This design comes from an exercise in tuning for small area on the open sky130 flow, not from production work. RTL that was checked went through simulation tests only; none was proved equivalent to the original. Function not checked in runs 1 to 3: the RTL went through the layout flow alone. Power figures rest on the tool's default switching activity, not on a simulated workload. No driver is modelled on the clock port, so clocking that relies on it looks cheaper here than on a real chip.

`flow/flow/run.sh`:
```
#!/bin/bash
# The standard layout (the standard.sh), with two changes: the port
# buffers are sky130_fd_sc_hd__buf_1, and clock tree synthesis gets its own
# clustering arguments and no dummy loads.
set -euo pipefail
bash standard.sh finish "BUFFER_PORTS_ARGS=-buffer_cell sky130_fd_sc_hd__buf_1" \
  "CTS_ARGS=-sink_clustering_enable -repair_clock_nets -sink_clustering_size 20 -sink_clustering_max_diameter 80 -buf_list sky130_fd_sc_hd__clkbuf_16 -sink_clustering_buffer sky130_fd_sc_hd__clkbuf_8 -dont_use_dummy_load" \
  > standard_flow.log 2>&1
```
`flow/standard.sh`:
```
#!/bin/bash
# synth_recipe.tcl (not shown) runs the flow's synth.tcl, then flattens the netlist and writes it again
# the make line also repeats each setting of config.mk as NAME=value (left out here)
make -C /OpenROAD-flow-scripts/flow DESIGN_CONFIG=/design/flow/config.mk WORK_HOME=/design/flow/orfs CLKGATE_MAP_FILE= SYNTH_SCRIPT=/design/flow/synth_recipe.tcl "${@:-finish}"
```
`flow/constraint.sdc`:
```
create_clock -name core_clock -period 8.0 [get_ports {clk}]
set_input_delay 1.6000 -clock core_clock [delete_from_list [all_inputs] [get_ports {clk}]]
set_output_delay 1.6000 -clock core_clock [all_outputs]
set_load 0.01 [all_outputs]
```
`flow/config.mk`:
```
export PLATFORM = sky130hd
export DESIGN_NAME = il_core
export DESIGN_NICKNAME = il_core
export VERILOG_FILES = /design/flow/design.v
export SDC_FILE = /design/flow/constraint.sdc
export NUM_CORES = 4
export LEC_CHECK = 0
export CAP_MARGIN = 20
export CORE_MARGIN = 2
export CORE_UTILIZATION = 65
export SLEW_MARGIN = 20
```
`flow/design.v`:
```
module il_core (
    input  wire        clk,
    input  wire        rst,
    input  wire        start,
    input  wire [15:0] prog_len,
    output wire        busy,
    output wire [15:0] acc,
    output wire [15:0] last_line,
    output wire [4:0]  esp,
    output wire [4:0]  csp,
    output wire        prog_valid,
    output wire [15:0] prog_addr,
    input  wire        prog_ready,
    input  wire [15:0] prog_word,
    input  wire [15:0] prog_opr,
    output wire        mem_valid,
    output wire        mem_we,
    output wire [1:0]  mem_region,
    output wire [4:0]  mem_slot,
    output wire [15:0] mem_wdata,
    input  wire        mem_ready,
    input  wire [15:0] mem_rdata
);
    localparam [3:0] S_IDLE  = 4'd0,
                     S_FETCH = 4'd1,
                     S_OPEN  = 4'd2,
                     S_EPOP  = 4'd3,
                     S_MRD   = 4'd4,
                     S_WPREP = 4'd5,
                     S_MWR   = 4'd6,
                     S_ALU1  = 4'd7,
                     S_ALU2  = 4'd8,
                     S_MD    = 4'd9,
                     S_JMP   = 4'd10,
                     S_CPUSH = 4'd11,
                     S_CPOP  = 4'd12,
                     S_EWAIT = 4'd13,
                     S_ERUN  = 4'd14,
                     S_MRDG  = 4'd15;
    localparam [3:0] C_LE = 4'd0, C_LT = 4'd1, C_STOR = 4'd2, C_LOAD = 4'd4,
                     C_AND = 4'd5, C_OR = 4'd6, C_XOR = 4'd7, C_ADD = 4'd8,
                     C_SUB = 4'd9, C_MUL = 4'd10, C_DIV = 4'd11, C_GT = 4'd12,
                     C_GE = 4'd13, C_EQ = 4'd14, C_NE = 4'd15,
                     C_CLOSE = 4'd3;    
    localparam EW = 21;    
    localparam CW = 16;    
    reg [3:0]  state;
    reg [15:0] line;
    reg [15:0] acc_r;
    reg [15:0] t1;         
    reg [15:0] t2;         
    reg [1:0]  t2x;        
    reg        dsign;      
    reg [4:0]  esp_r;      
    reg [19:0] er;         
    reg        ecar;
    reg [4:0]  csp_r;
    reg [4:0]  ph;         
    reg [3:0]  code;
    reg        neg;
    reg [EW*20-1:0] ering;
    reg [CW*20-1:0] cring;
    wire [EW-1:0] etap = ering[EW*20-1 -: EW];
    wire [CW-1:0] ctap = cring[CW*20-1 -: CW];
    wire [3:0]  e_code = etap[20:17];
    wire        e_neg  = etap[16];
    wire [15:0] e_acc  = etap[15:0];
    integer i;
    reg [15:0] line_inc;
    reg [16:0] li_c;
    always @(*) begin
        li_c[0] = 1'b1;
        for (i = 0; i < 16; i = i + 1) begin
            line_inc[i] = line[i] ^ li_c[i];
            li_c[i+1]   = line[i] & li_c[i];
        end
    end
    reg [16:0] lt_c;
    always @(*) begin
        lt_c[0] = 1'b0;
        for (i = 0; i < 16; i = i + 1)
            lt_c[i+1] = (!line[i] & prog_len[i]) | (!(line[i] ^ prog_len[i]) & lt_c[i]);
    end
    wire line_lt = lt_c[16];
    wire ed_zero = ~|er;
    wire ed_sat  = &er;
    wire edn     = (code == C_CLOSE);    
    wire e_b     = er[19];
    wire e_cin   = ecar | ((state == S_ERUN) && (ph == 5'd0));
    wire ph_hi   = ph[4] || (ph == 5'd15);    
    function [4:0] updn5;
        input [4:0] v;
        input       dn;
        reg   [5:0] t;
        integer k;
        begin
            t[0] = 1'b1;
            for (k = 0; k < 5; k = k + 1) begin
                updn5[k] = v[k] ^ t[k];
                t[k+1]   = t[k] & (v[k] ^ dn);
            end
        end
    endfunction
    wire [4:0] esp_nx = updn5(esp_r, state == S_FETCH);
    wire [4:0] csp_nx = updn5(csp_r, state == S_FETCH);
    wire [4:0] ph_inc = updn5(ph, 1'b0);
    wire       acc_nz = |acc_r;
    wire [7:0] op_raw = prog_word[7:0];
    wire       op_hi  = |op_raw[7:5];
    wire       op_ok  = !op_hi && !(op_raw[4] && (op_raw[3] || (op_raw[2] && op_raw[1])));   
    wire [7:0] op     = op_ok ? op_raw : 8'd0;
    wire       fi     = prog_word[8];
    wire       fn     = prog_word[9];
    wire       fc     = prog_word[10];
    wire       fg     = prog_word[11];
    wire       cond   = acc_nz ^ fn;
    wire       gate   = !fc || cond;
    wire       is_bin = (!op[4] && (op[3] || (op[2] && (op[1] || op[0])))) ||
                        (op[4] && !op[3] && !op[2] && !op[1]);    
    wire [3:0] op_code = (op == 8'd1) ? C_LOAD : (op == 8'd21) ? C_CLOSE : op[3:0];
    wire       esp_full = (esp_r == 5'd20);
    wire       ph_e     = (ph == esp_r);
    wire       ph_c     = (ph == csp_r);
    wire [10:0] a_hi = t1[15:5];
    wire [4:0]  a_lo = t1[4:0];
    wire        lo_z     = (a_lo == 5'd0);
    wire        lo_gt26  = (a_lo[4] & a_lo[3] & (a_lo[2] | (a_lo[1] & a_lo[0])));    
    wire        lo_1_26  = !lo_z && !lo_gt26;
    wire        lo_ge17  = a_lo[4] & (|a_lo[3:0]);
    wire        lo_le10  = !a_lo[4] & !(a_lo[3] & (a_lo[2] | (a_lo[1] & a_lo[0])));   
    wire        r0  = (a_hi == 11'h000) && lo_1_26;
    wire        r3  = (a_hi == 11'h4E2) && lo_1_26;
    wire        r1  = ((a_hi == 11'h138) && lo_ge17) || ((a_hi == 11'h139) && lo_le10);
    wire        r2  = ((a_hi == 11'h3A9) && lo_ge17) || ((a_hi == 11'h3AA) && lo_le10);
    wire        dec_ok = r0 | r1 | r2 | r3;
    wire [1:0]  dec_rg = {r2 | r3, r1 | r3};
    reg  [4:0]  lo_m1;
    reg  [5:0]  lm_b;
    always @(*) begin
        lm_b[0] = 1'b1;
        for (i = 0; i < 5; i = i + 1) begin
            lo_m1[i]  = a_lo[i] ^ lm_b[i];
            lm_b[i+1] = lm_b[i] & !a_lo[i];
        end
    end
    wire [4:0]  dec_sl = {lo_m1[4] ^ (r1 | r2), lo_m1[3:0]};
    wire        dec_bit = !dec_rg[1];
    wire        c_mul   = (code == C_MUL);
    wire        c_add   = (code == C_ADD);
    wire        c_logic = (code == C_AND) || (code == C_OR) || (code == C_XOR);
    wire        md_mul  = c_mul;
    wire        a_inv   = !(c_add || c_mul || c_logic);
    wire        y_inv   = neg ^ a_inv;
    wire        sub     = a_inv ^ dsign;
    wire [15:0] ay16    = (t1 ^ {16{y_inv ^ dsign}}) & {16{!md_mul || acc_r[15]}};
    wire [17:0] ax      = {t2x, t2};
    wire [17:0] ay      = {sub, sub, ay16};
    wire [17:0] ap      = ax ^ ay;
    wire [17:0] ag      = ax & ay;
    reg  [17:0] sum;
    reg  [18:0] ac;
    always @(*) begin
        ac[0] = sub;
        for (i = 0; i < 18; i = i + 2) begin
            ac[i+1] = ag[i] | (ap[i] & ac[i]);
            ac[i+2] = ag[i+1] | (ap[i+1] & ag[i]) | (ap[i+1] & ap[i] & ac[i]);
        end
        for (i = 0; i < 18; i = i + 1)
            sum[i] = ap[i] ^ ac[i];
    end
    wire        ge      = ac[16];    
    wire        eq      = &ap[15:0];    
    reg [15:0] alu_y;
    always @(*) begin
        case (code)
            C_AND, C_DIV: alu_y = ag[15:0];
            C_OR:   alu_y = ap[15:0] | ag[15:0];
            C_XOR:  alu_y = ap[15:0];
            C_ADD, C_SUB, C_MUL: alu_y = sum[15:0];
            C_GT:   alu_y = {15'd0, ge & !eq};
            C_GE:   alu_y = {15'd0, ge};
            C_EQ:   alu_y = {15'd0, eq};
            C_NE:   alu_y = {15'd0, !eq};
            C_LE:   alu_y = {15'd0, !ge | eq};
            C_LT:   alu_y = {15'd0, !ge};
            default: alu_y = t1;    
        endcase
        if (state == S_OPEN) alu_y = t1;
    end
    wire md_last = (md_mul && ph == 5'd15) || (!md_mul && ph == 5'd0 && eq);
    wire acc_e   = (state == S_EPOP) && ph_e && (e_code != C_LOAD);
    wire acc_sh  = (state == S_MD) && !md_last;
    wire acc_en  = ((state == S_OPEN) && !esp_full && ph_e) || acc_e ||
                   (state == S_ALU2) || (state == S_MD);
    always @(posedge clk) begin
        if (rst)
            acc_r <= 16'd0;
        else if (acc_en)
            acc_r <= acc_e ? e_acc : acc_sh ? {acc_r[14:0], !sum[16]} : alu_y;
    end
    wire        md_code = (code == C_MUL) || (code == C_DIV);
    wire        w_prep  = (state == S_WPREP);
    wire        w_bit   = w_prep & dec_bit;
    wire        w_inv   = w_prep & neg;
    wire [15:0] wv      = w_bit ? {15'd0, acc_nz ^ w_inv} : (acc_r ^ {16{w_inv}});
    wire        w_ld    = w_prep || ((state == S_ALU1) && !md_code);
    wire        w_set   = (state == S_FETCH) && (op == 8'd3);
    wire        t2_en   = (state == S_MD) || w_prep || (state == S_ALU1) ||
                          ((state == S_FETCH) && prog_ready && line_lt && (op == 8'd3 || op == 8'd4) && cond);
    always @(posedge clk) begin
        if (t2_en) begin
            if (state == S_MD) begin
                t2x   <= sum[16:15];
                t2    <= {sum[14:0], acc_r[15] & !md_mul};
                dsign <= sum[16] & !md_mul;
            end else begin
                t2x   <= 2'd0;
                dsign <= 1'b0;
                t2  <= (w_ld ? wv : 16'd0) | {15'd0, w_set};
            end
        end
    end
    wire        rd_load = (code == C_LOAD);
    wire        i_load  = rd_load & neg & dec_ok;
    wire [15:0] rdm     = !dec_ok ? 16'd0 : dec_bit ? {15'd0, mem_rdata[0]} : mem_rdata;
    wire [15:0] rdv     = rdm ^ {{15{i_load & !dec_bit}}, i_load};
    wire e_we = (state == S_OPEN) && !esp_full && ph_e;
    wire c_we = (state == S_CPUSH) && ph_c;
    always @(posedge clk) begin
        if (rst) begin
            er   <= 20'd0;
            ecar <= 1'b0;
        end else begin
            er   <= {er[18:0], e_b ^ e_cin};
            ecar <= e_cin & (ph_hi ? (ph != 5'd19) : (e_b ^ edn));
        end
    end
    always @(posedge clk) begin
        ering <= {ering[EW*19-1:0], e_we ? {code, neg, acc_r} : etap};
        cring <= {cring[CW*19-1:0], c_we ? line : ctap};
    end
    always @(posedge clk) begin
        if (rst) begin
            state <= S_IDLE;
            esp_r <= 5'd0;
            csp_r <= 5'd0;
            ph    <= 5'd0;
        end else begin
            ph <= (ph == 5'd19) ? 5'd0 : ph_inc;
            case (state)
            S_IDLE: begin
                if (start) begin
                    line  <= 16'd0;
                    state <= S_FETCH;
                end
            end
            S_FETCH: begin
                if (!line_lt) begin
                    state <= S_IDLE;
                end else if (prog_ready) begin
                    t1   <= prog_opr;
                    code <= op_code;
                    neg  <= fn;
                    line <= line_inc;    
                    case (op)
                    8'd1: begin    
                        if (fg)      state <= S_OPEN;
                        else if (fi) state <= S_ALU2;
                        else         state <= S_MRD;
                    end
                    8'd2: begin    
                        state <= fg ? S_OPEN : S_WPREP;
                    end
                    8'd3, 8'd4: begin    
                        if (cond) begin
                            state <= S_MWR;
                        end
                    end
                    8'd18: begin   
                        if (gate) begin state <= S_JMP; end
                    end
                    8'd19: begin   
                        if (gate && csp_r != 5'd20) begin state <= S_CPUSH; end
                    end
                    8'd20: begin   
                        if (gate) begin
                            if (csp_r != 5'd0) begin
                                csp_r <= csp_nx;
                                state <= S_CPOP;
                            end else begin
                                line <= 16'hFFFF;
                            end
                        end
                    end
                    8'd21: begin   
                        if (!ed_zero) begin
                            state <= S_EWAIT;
                        end else if (esp_r != 5'd0) begin
                            esp_r <= esp_nx;
                            state <= S_EPOP;
                        end
                    end
                    default: begin
                        if (is_bin) begin
                            if (!fi) state <= fg ? S_MRDG : S_MRD;
                            else if (fg) state <= S_OPEN;
                            else state <= S_ALU1;
                        end
                    end
                    endcase
                end
            end
            S_OPEN: begin
                if (esp_full) begin
                    if (!ed_sat) begin
                        state <= S_EWAIT;
                    end else begin
                        state <= S_FETCH;
                    end
                end else if (ph_e) begin
                    esp_r <= esp_nx;
                    state <= S_FETCH;
                end
            end
            S_EPOP: begin
                if (ph_e) begin
                    code <= e_code;
                    neg  <= e_neg;
                    t1   <= acc_r;
                    if (e_code == C_LOAD) begin
                        state <= S_MRD;
                    end else if (e_code == C_STOR) begin
                        state <= S_WPREP;
                    end else begin
                        state <= S_ALU1;
                    end
                end
            end
            S_MRD, S_MRDG: begin
                if (!dec_ok || mem_ready) begin
                    t1 <= rdv;
                    if (rd_load) state <= S_ALU2;
                    else if (state == S_MRDG) state <= S_OPEN;
                    else state <= S_ALU1;
                end
            end
            S_WPREP: begin
                state <= S_MWR;
            end
            S_MWR: begin
                if (!dec_ok || mem_ready) begin
                    state <= S_FETCH;
                end
            end
            S_ALU1: begin
                if (md_code) begin
                    if (ph == 5'd19) state <= S_MD;
                end else begin
                    state <= S_ALU2;
                end
            end
            S_ALU2: begin
                state <= S_FETCH;
            end
            S_MD: begin
                if (md_last) begin
                    state <= S_FETCH;
                end else if (ph == 5'd16) begin
                    state <= S_FETCH;
                end
            end
            S_EWAIT: begin
                if (ph == 5'd19) state <= S_ERUN;
            end
            S_ERUN: begin
                if (ph == 5'd19) begin
                    state <= S_FETCH;
                end
            end
            S_JMP: begin
                line  <= t1;
                state <= S_FETCH;
            end
            S_CPUSH: begin
                if (ph_c) begin
                    csp_r <= csp_nx;
                    line  <= t1;
                    state <= S_FETCH;
                end
            end
            S_CPOP: begin
                if (ph_c) begin
                    line  <= ctap;
                    state <= S_FETCH;
                end
            end
            default: state <= S_IDLE;
            endcase
        end
    end
    assign busy       = (state != S_IDLE);
    assign acc        = acc_r;
    assign last_line  = line;
    assign esp        = esp_r;
    assign csp        = csp_r;
    assign prog_valid = (state == S_FETCH) && line_lt;
    assign prog_addr  = line;
    assign mem_valid  = ((state == S_MRD) || (state == S_MRDG) || (state == S_MWR)) && dec_ok;
    assign mem_we     = (state == S_MWR);
    assign mem_region = dec_rg;
    assign mem_slot   = dec_sl & {5{dec_ok}};    
    assign mem_wdata  = t2;
endmodule
```
==> summary.txt, run 1 <==
* **run status** no timing/DRC/antenna violations
* **die boundary height** 200 um
* **antenna viol nets, final** 0
* **worst supply voltage drop on vdd** 0.252 mV
* **Slowest-stage cell, CP** sky130_fd_sc_hd__xnor2_4
* **Seq/Total Area, Yosys** 0.703
* **worst reg2reg path startpoint** code[3]$_DFFE_PP_
* **CTS Buf Count** 50
* **number of instances in the synthesized netlist** 1,932
* **global-route usage over all layers** 0.266
* **CTS tree** done
* **setup repair after global routing missed its margin** false
* **distinct cell type count of the synthesized netlist** 91
* **Routed WL** 53,800 um
* **die width** 200 um
* **capture point of the critical path** acc_r[12]$_SDFFE_PP0P_
* **Resized cells post-CTS** 0
* **mapped cell area** 0.0250 mm^2
* **Post-Route Skew** 43.8 ps
* **worst min-delay path class** flop to flop
* **initial core utilization** 0.662
* **setup repair bufs after CTS** 0
* **final setup violation count** 0
* **first drt pass iteration count** 5
* **maximum fanout along the worst path** 18
* **dominant synthesized flop cell** sky130_fd_sc_hd__dfxtp_1
* **synthesis warning total** 1
* **worst rel slew slack** 0.281
* **initial antenna violation count** 1
* **root buffer cell** sky130_fd_sc_hd__clkbuf_16
* **CP cell instances** nand2b_1 > a2bb2oi_2 > xnor2_2 > xnor2_4 > xnor2_1 > or2_1 > ha_1 > and3b_1 > o221ai_1 > o211a_1 > inv_2 > a211oi_1 > o31ai_1 > a21o_1 > a21o_1 > fa_1 > a221oi_1 > a211oi_1 > a211o_1 > o211ai_1 > a21oi_1
* **final clock period utilization by the worst path** 0.763
* **GRT Residual Overflow** 0
* **register area** 0.0176 mm^2
* **multi-input gate area in the final layout** 0.00674 mm^2
* **total negative slack** 0 ps
* **cell depth of the worst hold path** 0
* **required time worst endpoint** 8410 ps
* **drt drc** 0
* **detailed-route wire length per cell** 20.9 um
* **launch point of the worst hold path** ering[124]$_DFF_P_
* **Layout Area Growth over Synthesis** 6.70%
* **transition time at the pin with the least slew margin** 1070 ps
* **post-layout net count** 2,211
* **depth of the worst register-to-register path** 21
* **core area** 0.0378 mm^2
* **wire length of the first global-routing pass** 81,800 um
* **worst skew pair latency** 580 ps
* **Pwr per Cell Area** 258 mW/mm^2
* **Arrival @ worst endpoint** 6510 ps
* **mean instance size in the synthesized netlist** 12.9 um^2
* **critical path capture point type** flop
* **final cell utilization of the core** 0.707
* **Vias per Instance** 5.63
* **number of storage elements in the synthesis netlist** 851
* **share of post-route cells with drive strength above 1** 0.0729
* **FF-to-FF setup slack** 1900 ps
* **layout filler cell count** 2,624
* **total number of H-tree levels** 2
* **critical path launch point** code[3]$_DFFE_PP_
* **Hold Violations, Final** 0
* **EDFF count, synth** 55
* **n_diodes** 0
* **Clock Path Buffers** 3
* **leakage power total** 10.6 nW
* **die footprint** 0.0400 mm^2
* **crit path launch type** flop
* **CTS Hold Bufs** 0
* **count of input and output buffers** 149
* **number of max-cap violations** 0
* **total number of vias** 14.5k
* **maximum number of pins on one net before global-route repair** 59
* **via count of the first global-routing pass** 14.1k
* **Fmax achieved** 164 MHz
* **Max stage delay on crit path** 710 ps
* **Reg2Reg Capture Point** acc_r[12]$_SDFFE_PP0P_
* **Crit Path Class** flop to flop
* **First DRT Iteration DRCs** 1,030
* **Max Transition Viols Final** 0
* **Syn Nets** 2,083
* **Final HPWL DP** 36,800 um
* **row cnt** 71
* **clock edge transition at the registers on the reported setup and hold paths** 110 ps
* **clock period minus worst slack** 6100 ps
* **top-level port count** 154
* **Clock Sinks** 851
* **fraction of registers with async set/reset** 0
* **last weighted congestion value of the routability-driven placer** 0.924
kinds of logic after synthesis:
logic type | share of synthesized area
flip-flops | 0.703
XOR/XNOR | 0.0319
adder cells (fa/ha/maj) | 0.0434
AO/OA/AOI/OAI | 0.0937
AND/OR/NAND/NOR | 0.0794
buffers and inverters | 0.0281
multiplexers | 0.0200
power breakdown:
| group | internal [W] | switching (W) |
|---|---|---|
| clock network | 0.000626 | 0.00116 |
| registers | 0.00433 | 0.0000733 |
| logic | 0.000276 | 0.000425 |
| total | 0.00523 | 0.00166 |
flip-flops by register name, indices dropped and copies added (netlist names), 4 cells and up:
name / count
state: 4
er: 20
ering: 420
csp_r: 5
cring: 320
esp_r: 5
acc_r: 16
line: 16
ph: 5
t1: 16
code: 4
t2: 16
metrics by stage:
step	power (W)	cell area, um^2	instances	hold slack, ps	setup slack [ps]
2_1_floorplan	0.00498	25000	1932	310	3000
3_3_place_gp	0.00517	25900	2519	310	2040
3_5_place_dp	0.00518	25900	2519	312	1970
4_1_cts	0.00692	26700	2569	280	1900
5_1_grt	0.00714	26700	2569	278	1500
6_report	0.00689	26700	2569	278	1900
worst min-delay path by stage:
stage	endpoint
2_1_floorplan	cring[100]$_DFF_P_
3_3_place_gp	ering[272]$_DFF_P_
3_5_place_dp	cring[278]$_DFF_P_
4_1_cts	ering[80]$_DFF_P_
5_1_grt	ering[145]$_DFF_P_
6_report	ering[145]$_DFF_P_
worst max-delay path, delay by kind of cell (launching register included):
kind	cells	cell delay, ps
compound gates	12	2520
xor+xnor	3	1050
fa+ha+maj	2	870
flops	1	640
simple gates	3	790
buf+inv	1	80
final cells by class:
cell class | count | area share
sequential | 851 | 0.659
inverter | 70 | 0.00985
tap | 511 | 0.0240
timing repair buffer | 168 | 0.0264
multi-input combinational | 919 | 0.253
clock buffer | 50 | 0.0279
cells in the mapped netlist (25+ instances only):
master,instances,area share
sky130_fd_sc_hd__ha_1,74,0.037
sky130_fd_sc_hd__edfxtp_1,55,0.066
sky130_fd_sc_hd__nor3_1,28,0.0056
sky130_fd_sc_hd__mux2_2,40,0.018
sky130_fd_sc_hd__o21ai_1,25,0.0050
sky130_fd_sc_hd__xnor2_1,42,0.015
sky130_fd_sc_hd__dfxtp_1,796,0.64
sky130_fd_sc_hd__nand2_1,85,0.013
sky130_fd_sc_hd__nor2b_1,36,0.0090
sky130_fd_sc_hd__inv_1,68,0.010
sky130_fd_sc_hd__nor2_1,71,0.011
sky130_fd_sc_hd__a21oi_1,58,0.012
sky130_fd_sc_hd__xor2_1,44,0.015
sky130_fd_sc_hd__o21ai_0,59,0.012
sky130_fd_sc_hd__clkbuf_1,49,0.0074
sky130_fd_sc_hd__a22oi_1,34,0.010
per-layer routing:
| metal | routed length, um | up-vias | GRT usage |
|---|---|---|---|
| met5 | 0 | - | 0 |
| met4 | 2060 | 0 | 0.110 |
| met1 | 23500 | 6958 | 0.364 |
| met3 | 3740 | 138 | 0.0537 |
| li1 | - | 6850 | - |
| met2 | 24500 | 514 | 0.418 |
cell usage in the layout (no fill, tap or decap), types with 40 or more instances in the layout:
master                     count
sky130_fd_sc_hd__mux2_2       40
sky130_fd_sc_hd__o21ai_0      58
sky130_fd_sc_hd__xor2_1       44
sky130_fd_sc_hd__clkbuf_8     45
sky130_fd_sc_hd__edfxtp_1     55
sky130_fd_sc_hd__ha_1         74
sky130_fd_sc_hd__inv_1        68
sky130_fd_sc_hd__buf_1       148
sky130_fd_sc_hd__dfxtp_1     796
sky130_fd_sc_hd__nand2_1      85
sky130_fd_sc_hd__xnor2_1      42
sky130_fd_sc_hd__a21oi_1      58
sky130_fd_sc_hd__nor2_1       68
==> run 2: changes to the inputs <==
--- a/flow/design.v
+++ b/flow/design.v
@@ -55,4 +55,5 @@
     reg [19:0] er;         
     reg        ecar;
+    reg        eclr;       
     reg [4:0]  csp_r;
     reg [4:0]  ph;         
@@ -83,6 +84,6 @@
     end
     wire line_lt = lt_c[16];
-    wire ed_zero = ~|er;
-    wire ed_sat  = &er;
+    wire ed_zero = eclr || ~|er;
+    wire ed_sat  = !eclr && &er;
     wire edn     = (code == C_CLOSE);    
     wire e_b     = er[19];
@@ -109,5 +110,5 @@
     wire       op_hi  = |op_raw[7:5];
     wire       op_ok  = !op_hi && !(op_raw[4] && (op_raw[3] || (op_raw[2] && op_raw[1])));   
-    wire [7:0] op     = op_ok ? op_raw : 8'd0;
+    wire [4:0] op     = op_ok ? op_raw[4:0] : 5'd0;    
     wire       fi     = prog_word[8];
     wire       fn     = prog_word[9];
@@ -118,5 +119,5 @@
     wire       is_bin = (!op[4] && (op[3] || (op[2] && (op[1] || op[0])))) ||
                         (op[4] && !op[3] && !op[2] && !op[1]);    
-    wire [3:0] op_code = (op == 8'd1) ? C_LOAD : (op == 8'd21) ? C_CLOSE : op[3:0];
+    wire [3:0] op_code = (op == 5'd1) ? C_LOAD : (op == 5'd21) ? C_CLOSE : op[3:0];
     wire       esp_full = (esp_r == 5'd20);
     wire       ph_e     = (ph == esp_r);
@@ -205,7 +206,7 @@
     wire [15:0] wv      = w_bit ? {15'd0, acc_nz ^ w_inv} : (acc_r ^ {16{w_inv}});
     wire        w_ld    = w_prep || ((state == S_ALU1) && !md_code);
-    wire        w_set   = (state == S_FETCH) && (op == 8'd3);
+    wire        w_set   = (state == S_FETCH) && (op == 5'd3);
     wire        t2_en   = (state == S_MD) || w_prep || (state == S_ALU1) ||
-                          ((state == S_FETCH) && prog_ready && line_lt && (op == 8'd3 || op == 8'd4) && cond);
+                          ((state == S_FETCH) && prog_ready && line_lt && (op == 5'd3 || op == 5'd4) && cond);
     always @(posedge clk) begin
         if (t2_en) begin
@@ -229,10 +230,11 @@
     always @(posedge clk) begin
         if (rst) begin
-            er   <= 20'd0;
+            eclr <= 1'b1;
             ecar <= 1'b0;
         end else begin
-            er   <= {er[18:0], e_b ^ e_cin};
+            if (ph == 5'd19) eclr <= 1'b0;
             ecar <= e_cin & (ph_hi ? (ph != 5'd19) : (e_b ^ edn));
         end
+        er <= {er[18:0], (e_b ^ e_cin) & !(rst || eclr)};
     end
     always @(posedge clk) begin
@@ -264,24 +266,24 @@
                     line <= line_inc;    
                     case (op)
-                    8'd1: begin    
+                    5'd1: begin    
                         if (fg)      state <= S_OPEN;
                         else if (fi) state <= S_ALU2;
                         else         state <= S_MRD;
                     end
-                    8'd2: begin    
+                    5'd2: begin    
                         state <= fg ? S_OPEN : S_WPREP;
                     end
-                    8'd3, 8'd4: begin    
+                    5'd3, 5'd4: begin    
                         if (cond) begin
                             state <= S_MWR;
                         end
                     end
-                    8'd18: begin   
+                    5'd18: begin   
                         if (gate) begin state <= S_JMP; end
                     end
-                    8'd19: begin   
+                    5'd19: begin   
                         if (gate && csp_r != 5'd20) begin state <= S_CPUSH; end
                     end
-                    8'd20: begin   
+                    5'd20: begin   
                         if (gate) begin
                             if (csp_r != 5'd0) begin
@@ -293,5 +295,5 @@
                         end
                     end
-                    8'd21: begin   
+                    5'd21: begin   
                         if (!ed_zero) begin
                             state <= S_EWAIT;
@@ -409,5 +411,5 @@
     assign mem_we     = (state == S_MWR);
     assign mem_region = dec_rg;
-    assign mem_slot   = dec_sl & {5{dec_ok}};    
+    assign mem_slot   = {dec_sl[4] & dec_ok, dec_sl[3:0]};    
     assign mem_wdata  = t2;
 endmodule
==> flow/flow/run.sh (replaced) <==
#!/bin/bash
# The standard layout (the standard.sh), with two changes: the port
# buffers are sky130_fd_sc_hd__buf_1, and clock tree synthesis gets its own
# clustering arguments and no dummy loads.
set -euo pipefail
bash standard.sh finish "BUFFER_PORTS_ARGS=-buffer_cell sky130_fd_sc_hd__buf_1" \
  "CTS_ARGS=-sink_clustering_enable -repair_clock_nets -sink_clustering_size 30 -sink_clustering_max_diameter 70 -buf_list sky130_fd_sc_hd__clkbuf_16 -dont_use_dummy_load" \
  > standard_flow.log 2>&1
==> summary.txt, run 2 <==
* **run status** no timing/DRC/antenna violations, unchanged
* **wire length of the first global-routing pass** 80,200 um, was 81,800 um
* **detailed-route wire length per cell** 20.9 um, about the same
* **Fmax achieved** 156 MHz, was 164 MHz
* **number of instances in the synthesized netlist** 1,931, was 1,932
* **Clock Sinks** 852, was 851
* **transition time at the pin with the least slew margin** 1140 ps, was 1070 ps
* **worst reg2reg path startpoint** code[2]$_DFFE_PP_, was code[3]$_DFFE_PP_
* **post-route worst setup slack** 1580 ps, was 1900 ps
* **register with the most flip-flops** ering, unchanged
* **final setup violation count** 0, unchanged
* **last weighted congestion value of the routability-driven placer** 0.923, was 0.924
* **Seq/Total Area, Yosys** 0.711, was 0.703
* **count of input and output buffers** 149, unchanged
* **top-level port count** 154, unchanged
* **clock edge transition at the registers on the reported setup and hold paths** 100 ps, was 110 ps
* **critical path capture point type** flop, unchanged
* **FF-to-FF setup slack** 1580 ps, was 1900 ps
* **antenna viol nets, final** 0, unchanged
* **final clock period utilization by the worst path** 0.803, was 0.763
* **maximum fanout along the worst path** 16, was 18
* **Arrival @ worst endpoint** 6940 ps, was 6510 ps
* **worst supply voltage drop on vdd** 0.239 mV, was 0.252 mV
* **root buffer cell** sky130_fd_sc_hd__clkbuf_16, unchanged
* **post-layout net count** 2,200, was 2,211
* **Layout Area Growth over Synthesis** 7.59%, was 6.70%
* **leading cell type by number of instances after synthesis** sky130_fd_sc_hd__dfxtp_1, unchanged
* **share of post-route cells with drive strength above 1** 0.0679, was 0.0729
* **maximum number of pins on one net before global-route repair** 33, was 59
* **First DRT Iteration DRCs** 1,005, was 1,030
* **core area** 0.0376 mm^2, was 0.0378 mm^2
* **die boundary height** 199 um, was 200 um
* **worst rel slew slack** 0.234, was 0.281
* **required time worst endpoint** 8520 ps, was 8410 ps
* **total number of H-tree levels** 2, unchanged
* **Resized cells post-CTS** 0, unchanged
* **Reg2Reg Capture Point** acc_r[14]$_SDFFE_PP0P_, was acc_r[12]$_SDFFE_PP0P_
* **Post-Route Skew** 68.3 ps, was 43.8 ps
* **GRT Residual Overflow** 0, unchanged
* **launch point of the worst hold path** ering[75]$_DFF_P_, was ering[124]$_DFF_P_
* **CTS tree** done, unchanged
* **mapped cell area** 0.0248 mm^2, was 0.0250 mm^2
* **clock period minus worst slack** 6420 ps, was 6100 ps
* **worst min-delay path class** flop to flop, unchanged
* **die footprint** 0.0397 mm^2, was 0.0400 mm^2
* **die width** 199 um, was 200 um
* **drt drc** 0, unchanged
* **Final HPWL DP** 36,000 um, was 36,800 um
* **Hold Violations, Final** 0, unchanged
* **Vias per Instance** 5.57, was 5.63
* **cell depth of the worst hold path** 0, unchanged
* **total number of vias** 14.2k, was 14.5k
* **global-route usage over all layers** 0.271, was 0.266
* **via count of the first global-routing pass** 13.7k, was 14.1k
* **initial antenna violation count** 0, was 1
* **crit path launch type** flop, unchanged
* **Pwr per Cell Area** 256 mW/mm^2, was 258 mW/mm^2
* **number of standard cells in the final layout excluding fillers** 2,558, was 2,569
* **placed cells** 2,520, was 2,519
* **most common library cell in the layout ignoring fill and taps** sky130_fd_sc_hd__dfxtp_1, unchanged
* **final cell area excluding filler cells** 0.0266 mm^2, was 0.0267 mm^2
* **setup repair bufs after CTS** 0, unchanged
* **EDFF count, synth** 55, unchanged
* **worst skew pair latency** 590 ps, was 580 ps
* **Syn Nets** 2,082, was 2,083
* **pre-CTS worst setup slack** 1650 ps, was 1970 ps
* **depth of the worst register-to-register path** 22, was 21
* **setup repair after global routing missed its margin** false, unchanged
* **row cnt** 71, unchanged
* **fraction of registers with async set/reset** 0, unchanged
* **number of storage elements in the synthesis netlist** 852, was 851
* **distinct cell type count of the synthesized netlist** 85, was 91
* **Max Transition Viols Final** 0, unchanged
* **Clock Path Buffers** 3, unchanged
* **WHS Endpoint** ering[96]$_DFF_P_, was ering[145]$_DFF_P_
* **Routed WL** 53,600 um, was 53,800 um
* **synthesis warning total** 1, unchanged
* **layout filler cell count** 2,532, was 2,624
* **cell accounting for the most synthesized area** sky130_fd_sc_hd__dfxtp_1, unchanged
* **Placed Area** 0.0257 mm^2, was 0.0259 mm^2
* **n_diodes** 0, unchanged
* **Synth area leaders** sky130_fd_sc_hd__dfxtp_1 (64%), sky130_fd_sc_hd__edfxtp_1 (6.7%), sky130_fd_sc_hd__ha_1 (3.7%), sky130_fd_sc_hd__mux2_2 (1.8%), sky130_fd_sc_hd__o21ai_0 (1.6%), was sky130_fd_sc_hd__dfxtp_1 (64%), sky130_fd_sc_hd__edfxtp_1 (6.6%), sky130_fd_sc_hd__ha_1 (3.7%), sky130_fd_sc_hd__mux2_2 (1.8%), sky130_fd_sc_hd__xor2_1 (1.5%)
* **Crit Path Class** flop to flop, unchanged
* **CTS Buf Count** 38, was 50
* **area share of the largest cell type after synthesis** 0.644, was 0.637
* **CTS Hold Bufs** 0, unchanged
* **total negative slack** 0 ps, unchanged
* **dominant synthesized flop cell** sky130_fd_sc_hd__dfxtp_1, unchanged
* **number of max-cap violations** 0, unchanged
* **leakage power total** 10.7 nW, was 10.6 nW
* **leading registers by flop count** ering: 420 flops, cring: 320 flops, er: 20 flops, unchanged
* **highest-count cells in the layout ignoring fill and taps** sky130_fd_sc_hd__dfxtp_1 (797), sky130_fd_sc_hd__buf_1 (149), sky130_fd_sc_hd__nand2_1 (104), sky130_fd_sc_hd__nor2_1 (91), was sky130_fd_sc_hd__dfxtp_1 (796), sky130_fd_sc_hd__buf_1 (148), sky130_fd_sc_hd__nand2_1 (85), sky130_fd_sc_hd__ha_1 (74)
* **initial core utilization** 0.659, was 0.662
* **mean instance size in the synthesized netlist** 12.8 um^2, was 12.9 um^2
* **first drt pass iteration count** 7, was 5
* **flip-flop count of the largest register after layout** 420, unchanged
* **Commonest cells post-synth** sky130_fd_sc_hd__dfxtp_1 (797), sky130_fd_sc_hd__nand2_1 (104), sky130_fd_sc_hd__nor2_1 (93), sky130_fd_sc_hd__inv_1 (80), sky130_fd_sc_hd__o21ai_0 (80), was sky130_fd_sc_hd__dfxtp_1 (796), sky130_fd_sc_hd__nand2_1 (85), sky130_fd_sc_hd__ha_1 (74), sky130_fd_sc_hd__nor2_1 (71), sky130_fd_sc_hd__inv_1 (68)
-- run 2: cell type report --
cell class	count	area, um^2	share of cell area
inverters	81	304	0.0114
repair buffers	168	709	0.0266
flip-flops and latches	852	17600	0.661
clock buffers	38	951	0.0357
multi-input cells	908	6420	0.241
well taps	511	639	0.0240
-- run 2: where the power goes --
group	leakage, nW	switching (W)	total (W)	internal (W)
Sequential	6.90	0.0000462	0.00436	0.00432
Combinational	3.31	0.000253	0.000410	0.000157
Clock	0.468	0.00118	0.00204	0.000856
Total	10.7	0.00148	0.00681	0.00533
-- run 2: critical path: stages, from the launching register on --
cell	delay, ps
sky130_fd_sc_hd__edfxtp_1	550
sky130_fd_sc_hd__nand2b_1	410
sky130_fd_sc_hd__o22ai_4	300
sky130_fd_sc_hd__xor2_4	320
sky130_fd_sc_hd__xor2_4	690
sky130_fd_sc_hd__xnor2_1	110
sky130_fd_sc_hd__or2_1	250
sky130_fd_sc_hd__ha_1	370
sky130_fd_sc_hd__a21oi_1	300
sky130_fd_sc_hd__o22ai_1	110
sky130_fd_sc_hd__a211oi_1	340
sky130_fd_sc_hd__o21ai_1	240
sky130_fd_sc_hd__o21ai_0	220
sky130_fd_sc_hd__nand2b_1	120
sky130_fd_sc_hd__a21o_1	210
sky130_fd_sc_hd__a211oi_1	320
sky130_fd_sc_hd__fa_1	500
sky130_fd_sc_hd__o22ai_1	220
sky130_fd_sc_hd__a221oi_1	100
sky130_fd_sc_hd__a211oi_1	330
sky130_fd_sc_hd__a21oi_1	60
sky130_fd_sc_hd__a21oi_1	160
sky130_fd_sc_hd__a22o_1	150
-- run 2: worst max-delay path by stage --
stage	end	slack, ps	from
after floorplan	line[0]$_DFFE_PP_	2270	prog_len[15]
after global placement	acc_r[13]$_SDFFE_PP0P_	1840	code[2]$_DFFE_PP_
after detailed placement	acc_r[14]$_SDFFE_PP0P_	1650	code[2]$_DFFE_PP_
after CTS	acc_r[14]$_SDFFE_PP0P_	1640	code[2]$_DFFE_PP_
after global routing	acc_r[14]$_SDFFE_PP0P_	1170	code[3]$_DFFE_PP_
final	acc_r[14]$_SDFFE_PP0P_	1580	code[2]$_DFFE_PP_
-- run 2: kinds of logic after synthesis --
logic type      count (synthesis)  synth area share
flops                         852             0.711
buf+inv                       171            0.0304
simple gates                  375            0.0772
mux                            54            0.0238
fa+ha+maj                      82            0.0439
xor+xnor                       76            0.0284
compound gates                321            0.0851
-- run 2: per-stage QoR --
step / hold WS (ps) / power, W / util
2_1_floorplan: 310 / 0.00474 / -
3_3_place_gp: 310 / 0.00485 / 0.683
3_5_place_dp: 312 / 0.00486 / 0.684
4_1_cts: 270 / 0.00685 / 0.709
5_1_grt: 269 / 0.00704 / 0.709
6_report: 274 / 0.00681 / 0.709
-- run 2: routing by layer --
layer,vias to the layer above,global-route usage,routed length (um)
li1,6760,-,-
met4,0,0.116,2060
met5,-,0,0
met3,124,0.0439,3170
met1,6864,0.367,23500
met2,499,0.436,24800
==> run 3: changes to the inputs <==
==> flow/flow/run.sh (replaced) <==
#!/bin/bash
# The standard layout (the standard.sh), with two changes: the port
# buffers are sky130_fd_sc_hd__buf_1, and clock tree synthesis gets its own
# clustering arguments and no dummy loads.
set -euo pipefail
bash standard.sh finish "BUFFER_PORTS_ARGS=-buffer_cell sky130_fd_sc_hd__buf_1" \
  "CTS_ARGS=-sink_clustering_enable -repair_clock_nets -sink_clustering_size 32 -sink_clustering_max_diameter 80 -buf_list sky130_fd_sc_hd__clkbuf_16 -dont_use_dummy_load" \
  > standard_flow.log 2>&1
==> summary.txt, run 3 <==
* **setup repair after global routing missed its margin** false, unchanged
* **part of the power in combinational logic** 0.061, was 0.060
* **synthesis warning total** 1, unchanged
* **core area** 0.0376 mm^2, unchanged
* **fraction of registers with async set/reset** 0, unchanged
* **wire length of the first global-routing pass** 80,300 um, was 80,200 um
* **maximum fanout along the worst path** 16, unchanged
* **final clock period utilization by the worst path** 0.803, about the same
* **Commonest cells post-synth** sky130_fd_sc_hd__dfxtp_1 (797), sky130_fd_sc_hd__nand2_1 (104), sky130_fd_sc_hd__nor2_1 (93), sky130_fd_sc_hd__inv_1 (80), sky130_fd_sc_hd__o21ai_0 (80), unchanged
* **met2 routed WL** 24,900 um, was 24,800 um
* **number of max-cap violations** 0, unchanged
* **adder-cell share of the synthesized area** 0.0439, unchanged
* **Clock Sinks** 852, unchanged
* **internal power summed over all cells** 0.00525 W, was 0.00533 W
* **Clock Path Buffers** 3, unchanged
* **placed cells** 2,520, unchanged
* **area share of the largest cell type after synthesis** 0.644, unchanged
* **total number of vias** 14.4k, was 14.2k
* **mean instance size in the synthesized netlist** 12.8 um^2, unchanged
* **setup repair bufs after CTS** 0, unchanged
* **detailed-route wire length per cell** 21.0 um, was 20.9 um
* **first drt pass iteration count** 5, was 7
* **highest-count cells in the layout ignoring fill and taps** sky130_fd_sc_hd__dfxtp_1 (797), sky130_fd_sc_hd__buf_1 (149), sky130_fd_sc_hd__nand2_1 (104), sky130_fd_sc_hd__nor2_1 (91), unchanged
* **via count of the first global-routing pass** 13.6k, was 13.7k
* **Synth area leaders** sky130_fd_sc_hd__dfxtp_1 (64%), sky130_fd_sc_hd__edfxtp_1 (6.7%), sky130_fd_sc_hd__ha_1 (3.7%), sky130_fd_sc_hd__mux2_2 (1.8%), sky130_fd_sc_hd__o21ai_0 (1.6%), unchanged
* **cell accounting for the most synthesized area** sky130_fd_sc_hd__dfxtp_1, unchanged
* **die footprint** 0.0397 mm^2, unchanged
* **XOR/XNOR share of the synthesized area** 0.0284, unchanged
* **Vias per Instance** 5.62, was 5.57
* **die boundary height** 199 um, unchanged
* **depth of the worst register-to-register path** 22, unchanged
* **number of instances in the synthesized netlist** 1,931, unchanged
* **leakage power total** 10.6 nW, was 10.7 nW
* **maximum number of pins on one net before global-route repair** 33, unchanged
* **Seq/Total Area, Yosys** 0.711, unchanged
* **leading cell type by number of instances after synthesis** sky130_fd_sc_hd__dfxtp_1, unchanged
* **register area** 0.0176 mm^2, unchanged
* **final cell utilization of the core** 0.706, was 0.709
* **CTS tree** done, unchanged
* **n_diodes** 0, unchanged
* **crit path launch type** flop, unchanged
* **drt drc** 0, unchanged
* **die width** 199 um, unchanged
* **Max Transition Viols Final** 0, unchanged
* **total number of H-tree levels** 2, unchanged
* **EDFF count, synth** 55, unchanged
* **Routed WL** 53,600 um, about the same
* **global-route usage over all layers** 0.273, was 0.271
* **initial antenna violation count** 0, unchanged
* **switching component of the power** 0.00147 W, was 0.00148 W
* **multiplexer share of the synthesized area** 0.0238, unchanged
* **number of storage elements in the synthesis netlist** 852, unchanged
* **multi-input gate area in the final layout** 0.00642 mm^2, unchanged
* **last weighted congestion value of the routability-driven placer** 0.923, unchanged
* **mapped cell area** 0.0248 mm^2, unchanged
* **Arrival @ worst endpoint** 6950 ps, was 6940 ps
* **Syn Nets** 2,082, unchanged
* **clock edge transition at the registers on the reported setup and hold paths** 110 ps, was 100 ps
* **GRT Residual Overflow** 0, unchanged
* **required time worst endpoint** 8520 ps, about the same
* **transition time at the pin with the least slew margin** 1140 ps, about the same
* **Fmax achieved** 156 MHz, about the same
* **Crit Path Class** flop to flop, unchanged
* **run status** no timing/DRC/antenna violations, unchanged
* **First DRT Iteration DRCs** 1,043, was 1,005
* **Layout Area Growth over Synthesis** 7.19%, was 7.59%
* **cell depth of the worst hold path** 0, unchanged
* **CTS Hold Bufs** 0, unchanged
* **Pwr per Cell Area** 253 mW/mm^2, was 256 mW/mm^2
* **Post-Route Skew** 83.6 ps, was 68.3 ps
* **worst rel slew slack** 0.232, was 0.234
* **most common library cell in the layout ignoring fill and taps** sky130_fd_sc_hd__dfxtp_1, unchanged
* **overall power after layout** 0.00671 W, was 0.00681 W
* **share of total power consumed by net switching** 0.218, about the same
* **share of synthesized cell area in and, or, nand and nor gates** 0.0772, unchanged
* **count of input and output buffers** 149, unchanged
* **row cnt** 71, unchanged
* **largest family of logic cells by synthesized area** compound AO/OA/AOI/OAI gates, unchanged
* **initial core utilization** 0.659, unchanged
* **final setup violation count** 0, unchanged
* **uppermost layer routed** met4, unchanged
* **layout filler cell count** 2,552, was 2,532
* **dominant synthesized flop cell** sky130_fd_sc_hd__dfxtp_1, unchanged
* **distinct cell type count of the synthesized netlist** 85, unchanged
* **clock period minus worst slack** 6430 ps, was 6420 ps
* **met3 routed wirelength** 3430 um, was 3170 um
* **root buffer cell** sky130_fd_sc_hd__clkbuf_16, unchanged
* **top-level port count** 154, unchanged
* **synthesized-area fraction occupied by ao, oa, aoi and oai cells** 0.0851, unchanged
* **register share of total power** 0.650, was 0.641
* **worst min-delay path class** flop to flop, unchanged
* **Final HPWL DP** 36,000 um, unchanged
* **part of the total power dissipated in the clock network** 0.289, was 0.299
* **Resized cells post-CTS** 0, unchanged
* **worst supply voltage drop on vdd** 0.260 mV, was 0.239 mV
* **leading registers by flop count** ering: 420 flops, cring: 320 flops, er: 20 flops, unchanged
* **worst hold margin** 277 ps, was 274 ps
* **total negative slack** 0 ps, unchanged
* **register with the most flip-flops** ering, unchanged
* **worst skew pair latency** 600 ps, was 590 ps
* **number of standard cells in the final layout excluding fillers** 2,554, was 2,558
* **share of post-route cells with drive strength above 1** 0.0661, was 0.0679
* **critical path capture point type** flop, unchanged
* **CTS Buf Count** 34, was 38
* **DRT met1 WL** 23,100 um, was 23,500 um
* **flip-flop count of the largest register after layout** 420, unchanged
* **post-layout net count** 2,196, was 2,200
* **antenna viol nets, final** 0, unchanged
* **Hold Violations, Final** 0, unchanged
==> run 3: cells by family (layout without fill, tap and decap cells) <==
family	Yosys count	after routing
AOI/OAI and AO/OA	321	321
buffers and inverters	171	283
adders and majority gates	82	82
xor gates and xnor gates	76	76
DFF	852	852
and+or+nand+nor	375	375
muxes	54	54
==> run 3: through the flow <==
| step | area, um^2 | worst slack (ps) |
|---|---|---|
| final | 26500 | 1570 |
| after global placement | 25700 | 1840 |
| after global routing | 26500 | 1130 |
| after floorplan | 24800 | 2270 |
| after CTS | 26500 | 1600 |
| after detailed placement | 25700 | 1650 |
==> run 3: layout make-up <==
type	instances	area share
repair buffers	168	0.0267
flip-flops and latches	852	0.664
multi-input cells	908	0.242
well taps	511	0.0241
inverters	81	0.0115
clock buffers	34	0.0321
==> run 3: metal layers <==
| layer | GRT usage | vias to the layer above |
|---|---|---|
| met3 | 0.0420 | 130 |
| met5 | 0 | - |
| met1 | 0.370 | 6944 |
| met2 | 0.439 | 536 |
| li1 | - | 6750 |
| met4 | 0.115 | 0 |
==> run 3: worst max-delay path: stages (launching register included) <==
cell and delay (ps):
sky130_fd_sc_hd__edfxtp_1 560, sky130_fd_sc_hd__nand2b_1 420, sky130_fd_sc_hd__o22ai_4 300, sky130_fd_sc_hd__xor2_4 320, sky130_fd_sc_hd__xor2_4 680, sky130_fd_sc_hd__xnor2_1 110
sky130_fd_sc_hd__or2_1 250, sky130_fd_sc_hd__ha_1 370, sky130_fd_sc_hd__a21oi_1 270, sky130_fd_sc_hd__o22ai_1 100, sky130_fd_sc_hd__a211oi_1 340, sky130_fd_sc_hd__o21ai_1 240
sky130_fd_sc_hd__o21ai_0 210, sky130_fd_sc_hd__nand2b_1 120, sky130_fd_sc_hd__a21o_1 210, sky130_fd_sc_hd__a211oi_1 330, sky130_fd_sc_hd__fa_1 500, sky130_fd_sc_hd__o22ai_1 230
sky130_fd_sc_hd__a221oi_1 110, sky130_fd_sc_hd__a211oi_1 330, sky130_fd_sc_hd__a21oi_1 70, sky130_fd_sc_hd__a21oi_1 160, sky130_fd_sc_hd__a22o_1 150
==> run 3: path summary, 6_finish.rpt <==
| kind | startpoint | end | slack [ps] |
|---|---|---|---|
| hold / removal | ering[116]$_DFF_P_ | ering[137]$_DFF_P_ | 280 |
| setup reg to reg | code[2]$_DFFE_PP_ | acc_r[14]$_SDFFE_PP0P_ | 1570 |
| hold reg to reg | ering[116]$_DFF_P_ | ering[137]$_DFF_P_ | 280 |
| setup / recovery | code[2]$_DFFE_PP_ | acc_r[14]$_SDFFE_PP0P_ | 1570 |
==> run 3: power groups by stage <==
| stage | sequential (W) | combinational [W] | clock (W) |
|---|---|---|---|
| 5_1_grt | 0.00437 | 0.000455 | 0.00212 |
| 4_1_cts | 0.00436 | 0.000404 | 0.00198 |
| 3_5_place_dp | 0.00446 | 0.000401 | 0 |
| 6_report | 0.00436 | 0.000409 | 0.00194 |
| 2_1_floorplan | 0.00444 | 0.000294 | 0 |
| 3_3_place_gp | 0.00446 | 0.000391 | 0 |
==> run 4: changes to the inputs <==
--- a/flow/design.v
+++ b/flow/design.v
@@ -55,5 +55,4 @@
     reg [19:0] er;         
     reg        ecar;
-    reg        eclr;       
     reg [4:0]  csp_r;
     reg [4:0]  ph;         
@@ -84,6 +83,6 @@
     end
     wire line_lt = lt_c[16];
-    wire ed_zero = eclr || ~|er;
-    wire ed_sat  = !eclr && &er;
+    wire ed_zero = ~|er;
+    wire ed_sat  = &er;
     wire edn     = (code == C_CLOSE);    
     wire e_b     = er[19];
@@ -230,11 +229,10 @@
     always @(posedge clk) begin
         if (rst) begin
-            eclr <= 1'b1;
+            er   <= 20'd0;
             ecar <= 1'b0;
         end else begin
-            if (ph == 5'd19) eclr <= 1'b0;
+            er   <= {er[18:0], e_b ^ e_cin};
             ecar <= e_cin & (ph_hi ? (ph != 5'd19) : (e_b ^ edn));
         end
-        er <= {er[18:0], (e_b ^ e_cin) & !(rst || eclr)};
     end
     always @(posedge clk) begin
==> summary.txt, run 4 <==
* **number of storage elements in the synthesis netlist** 851, was 852
* **number of instances in the synthesized netlist** 1,948, was 1,931
* **WHS Endpoint** ering[23]$_DFF_P_, was ering[137]$_DFF_P_
* **mean instance size in the synthesized netlist** 12.9 um^2, was 12.8 um^2
* **Pwr per Cell Area** 286 mW/mm^2, was 253 mW/mm^2
* **leading registers by flop count** ering: 420 flops, cring: 320 flops, er: 20 flops, unchanged
* **CP cell instances** nor2b_1 > a2bb2oi_2 > xnor2_2 > xnor2_2 > xor2_1 > or2_2 > ha_1 > nand4_2 > o311a_1 > a21oi_1 > o221ai_1 > a21oi_1 > a31oi_1 > fa_1 > o32ai_1 > a2111oi_0 > o311a_1 > or3_1 > a21oi_1, was nand2b_1 > o22ai_4 > xor2_4 > xor2_4 > xnor2_1 > or2_1 > ha_1 > a21oi_1 > o22ai_1 > a211oi_1 > o21ai_1 > o21ai_0 > nand2b_1 > a21o_1 > a211oi_1 > fa_1 > o22ai_1 > a221oi_1 > a211oi_1 > a21oi_1 > a21oi_1 > a22o_1
* **distinct cell type count of the synthesized netlist** 97, was 85
* **setup repair bufs after CTS** 0, unchanged
* **drt drc** 0, unchanged
* **last weighted congestion value of the routability-driven placer** 0.910, was 0.923
* **maximum number of pins on one net before global-route repair** 68, was 33
* **register with the most flip-flops** ering, unchanged
* **Reg2Reg Capture Point** acc_r[15]$_SDFFE_PP0P_, was acc_r[14]$_SDFFE_PP0P_
* **Fmax achieved** 164 MHz, was 156 MHz
* **Clock Sinks** 851, was 852
* **final clock period utilization by the worst path** 0.762, was 0.803
* **clock edge transition at the registers on the reported setup and hold paths** 100 ps, was 110 ps
* **CTS Buf Count** 34, unchanged
* **transition time at the pin with the least slew margin** 1110 ps, was 1140 ps
* **post-layout net count** 2,205, was 2,196
* **Max stage delay on crit path** 670 ps, was 680 ps
* **Hold Violations, Final** 0, unchanged
* **die boundary height** 200 um, was 199 um
* **global-route usage over all layers** 0.267, was 0.273
* **CTS Hold Bufs** 0, unchanged
* **Commonest cells post-synth** sky130_fd_sc_hd__dfxtp_1 (796), sky130_fd_sc_hd__nor2_1 (89), sky130_fd_sc_hd__nand2_1 (79), sky130_fd_sc_hd__o21ai_0 (76), sky130_fd_sc_hd__ha_1 (74), was sky130_fd_sc_hd__dfxtp_1 (797), sky130_fd_sc_hd__nand2_1 (104), sky130_fd_sc_hd__nor2_1 (93), sky130_fd_sc_hd__inv_1 (80), sky130_fd_sc_hd__o21ai_0 (80)
* **Synth area leaders** sky130_fd_sc_hd__dfxtp_1 (64%), sky130_fd_sc_hd__edfxtp_1 (6.6%), sky130_fd_sc_hd__ha_1 (3.7%), sky130_fd_sc_hd__xor2_1 (2.3%), sky130_fd_sc_hd__mux2_2 (1.5%), was sky130_fd_sc_hd__dfxtp_1 (64%), sky130_fd_sc_hd__edfxtp_1 (6.7%), sky130_fd_sc_hd__ha_1 (3.7%), sky130_fd_sc_hd__mux2_2 (1.8%), sky130_fd_sc_hd__o21ai_0 (1.6%)
* **leading cell type by number of instances after synthesis** sky130_fd_sc_hd__dfxtp_1, unchanged
* **first drt pass iteration count** 8, was 5
* **GRT Residual Overflow** 0, unchanged
* **Post-Route Skew** 61.7 ps, was 83.6 ps
* **via count of the first global-routing pass** 14.0k, was 13.6k
* **worst min-delay path class** flop to flop, unchanged
* **count of input and output buffers** 149, unchanged
* **Resized cells post-CTS** 0, unchanged
* **Slowest-stage cell, CP** sky130_fd_sc_hd__edfxtp_1, was sky130_fd_sc_hd__xor2_4
* **depth of the worst register-to-register path** 19, was 22
* **antenna viol nets, final** 0, unchanged
* **cell depth of the worst hold path** 0, unchanged
* **total number of H-tree levels** 2, unchanged
* **Layout Area Growth over Synthesis** 6.77%, was 7.19%
* **share of post-route cells with drive strength above 1** 0.0658, was 0.0661
* **final cell utilization of the core** 0.708, was 0.706
* **Clock Path Buffers** 3, unchanged
* **mapped cell area** 0.0251 mm^2, was 0.0248 mm^2
* **highest-count cells in the layout ignoring fill and taps** sky130_fd_sc_hd__dfxtp_1 (796), sky130_fd_sc_hd__buf_1 (148), sky130_fd_sc_hd__nor2_1 (89), sky130_fd_sc_hd__nand2_1 (79), sky130_fd_sc_hd__o21ai_0 (76), was sky130_fd_sc_hd__dfxtp_1 (797), sky130_fd_sc_hd__buf_1 (149), sky130_fd_sc_hd__nand2_1 (104), sky130_fd_sc_hd__nor2_1 (91)
* **FF-to-FF setup slack** 1900 ps, was 1570 ps
* **First DRT Iteration DRCs** 1,349, was 1,043
* **flip-flop count of the largest register after layout** 420, unchanged
* **maximum fanout along the worst path** 15, was 16
* **dominant synthesized flop cell** sky130_fd_sc_hd__dfxtp_1, unchanged
* **core area** 0.0378 mm^2, was 0.0376 mm^2
* **launch point of the worst hold path** ering[2]$_DFF_P_, was ering[116]$_DFF_P_
* **run status** no timing/DRC/antenna violations, unchanged
* **Arrival @ worst endpoint** 6550 ps, was 6950 ps
* **area share of the largest cell type after synthesis** 0.635, was 0.644
* **root buffer cell** sky130_fd_sc_hd__clkbuf_16, unchanged
* **synthesis warning total** 1, unchanged
* **total negative slack** 0 ps, unchanged
* **initial core utilization** 0.663, was 0.659
* **wire length of the first global-routing pass** 82,600 um, was 80,300 um
* **placed cells** 2,529, was 2,520
* **Placed Area** 0.0259 mm^2, was 0.0257 mm^2
* **required time worst endpoint** 8460 ps, was 8520 ps
* **Routed WL** 53,700 um, was 53,600 um
* **Syn Nets** 2,099, was 2,082
* **worst supply voltage drop on vdd** 0.255 mV, was 0.260 mV
* **EDFF count, synth** 55, unchanged
* **die width** 200 um, was 199 um
* **row cnt** 71, unchanged
* **detailed-route wire length per cell** 21.0 um, about the same
* **Vias per Instance** 5.62, about the same
* **worst reg2reg path startpoint** code[3]$_DFFE_PP_, was code[2]$_DFFE_PP_
* **crit path launch type** flop, unchanged
* **cell accounting for the most synthesized area** sky130_fd_sc_hd__dfxtp_1, unchanged
* **fraction of registers with async set/reset** 0, unchanged
* **worst rel slew slack** 0.260, was 0.232
* **n_diodes** 0, unchanged
* **die footprint** 0.0402 mm^2, was 0.0397 mm^2
* **CTS tree** done, unchanged
* **Crit Path Class** flop to flop, unchanged
* **top-level port count** 154, unchanged
* **initial antenna violation count** 0, unchanged
* **leakage power total** 10.6 nW, about the same
* **Final HPWL DP** 35,400 um, was 36,000 um
* **worst skew pair latency** 590 ps, was 600 ps
* **number of standard cells in the final layout excluding fillers** 2,563, was 2,554
* **most common library cell in the layout ignoring fill and taps** sky130_fd_sc_hd__dfxtp_1, unchanged
* **Max Transition Viols Final** 0, unchanged
* **total number of vias** 14.4k, about the same
* **critical path capture point type** flop, unchanged
* **Seq/Total Area, Yosys** 0.701, was 0.711
* **clock period minus worst slack** 6100 ps, was 6430 ps
* **setup repair after global routing missed its margin** false, unchanged
* **final cell area excluding filler cells** 0.0268 mm^2, was 0.0265 mm^2
* **cell mode on critical path** sky130_fd_sc_hd__a21oi_1
* **final setup violation count** 0, unchanged
* **number of max-cap violations** 0, unchanged
[run 4: changes by cell type in the layout (fill, tap and decap cells not counted), sizes merged, moves of 11 or more]
| cell | before | now |
|---|---|---|
| a211oi | 14 | 27 |
| a22o | 14 | 3 |
| o41ai | 0 | 11 |
| nand2 | 104 | 79 |
| nor2b | 6 | 39 |
| o22ai | 26 | 14 |
| a21oi | 79 | 62 |
| xnor2 | 31 | 18 |
| mux2i | 15 | 1 |
| a22oi | 19 | 31 |
| xor2 | 45 | 66 |
[run 4: kinds of logic after synthesis]
group / after synthesis / synth area share
flops: 851 / 0.701
compound gates: 327 / 0.0925
xor+xnor: 84 / 0.0299
mux: 41 / 0.0183
simple gates: 392 / 0.0841
fa+ha+maj: 83 / 0.0437
buf+inv: 170 / 0.0306
[run 4: where the power goes]
group          internal (W)  switching [W]  leakage (nW)
Clock              0.000772        0.00117         0.419
Sequential          0.00437       0.000145          6.91
Combinational      0.000482       0.000734          3.26
[run 4: area by class of cell]
class,count,area [um^2]
clock buffers,34,851
fillers,2624,11100
inverters,76,285
multi-input cells,927,6760
flip-flops and latches,851,17600
well taps,511,639
repair buffers,164,673
[run 4: metal layers]
layer  GRT usage  wire length (um)  vias to the layer above
met5           0                 0                        -
met4      0.0876              1690                        0
met3      0.0437              3820                      110
met2       0.426             24400                      563
met1       0.377             23800                     6900
li1            -                 -                     6833
[run 4: stage by stage]
step,worst slack [ps],hold slack (ps),power (W)
CTS,1990,274,0.00767
global route,1560,293,0.00797
global placement,2070,310,0.00577
detailed placement,2070,312,0.00579
floorplan,2840,310,0.00547
finish,1900,287,0.00767
[run 4: worst max path at each step]
stage                      start                     end  slack (ps)  depth (start not counted)
6_report       code[3]$_DFFE_PP_  acc_r[15]$_SDFFE_PP0P_        1900                         19
5_1_grt        code[3]$_DFFE_PP_  acc_r[15]$_SDFFE_PP0P_        1560                         19
4_1_cts        code[3]$_DFFE_PP_  acc_r[15]$_SDFFE_PP0P_        1990                         19
3_5_place_dp   code[3]$_DFFE_PP_  acc_r[15]$_SDFFE_PP0P_        2070                         19
3_3_place_gp   code[3]$_DFFE_PP_  acc_r[15]$_SDFFE_PP0P_        2070                         19
2_1_floorplan        prog_len[7]     dsign$_SDFFCE_PN0P_        2840                          7
[run 4: critical path, delay by kind of cell (launching register included)]
| kind | cells | cell delay (ps) |
|---|---|---|
| compound gates | 10 | 2330 |
| fa+ha+maj | 2 | 920 |
| flops | 1 | 670 |
| simple gates | 4 | 1270 |
| xor+xnor | 3 | 820 |

==> what the ideal ports hide <==
Ports are ideal in the flow. The routed layouts listed here were re-timed in OpenROAD. Step 1 sets driving cells, clkbuf_16 on the clock port and buf_2 on the other inputs (assumed; they add their load-dependent delay and slew). Step 2, shift: input delay + t, output delay - t, t = (earliest + latest rising clock arrival at the registers) / 2. This alone moves slack from input paths to output paths. Three values: no drivers, after step 1, after step 2; two values: the first two.
run	shift t [ns]	setup slack, ns	worst setup path at the end	slew at the worst register clock pin (ns)	worst data-port slew with drivers (ns)
run 1	0.599	1.897 / 1.897 / 1.897	register to register	0.12 / 0.12	0.04
run 2	0.615	1.580 / 1.580 / 1.580	register to register	0.11 / 0.11	0.05
run 3	0.610	1.572 / 1.572 / 1.572	register to register	0.12 / 0.12	0.05
run 4	0.613	1.905 / 1.905 / 1.905	register to register	0.11 / 0.11	0.04
After both steps every run listed still meets setup and hold.
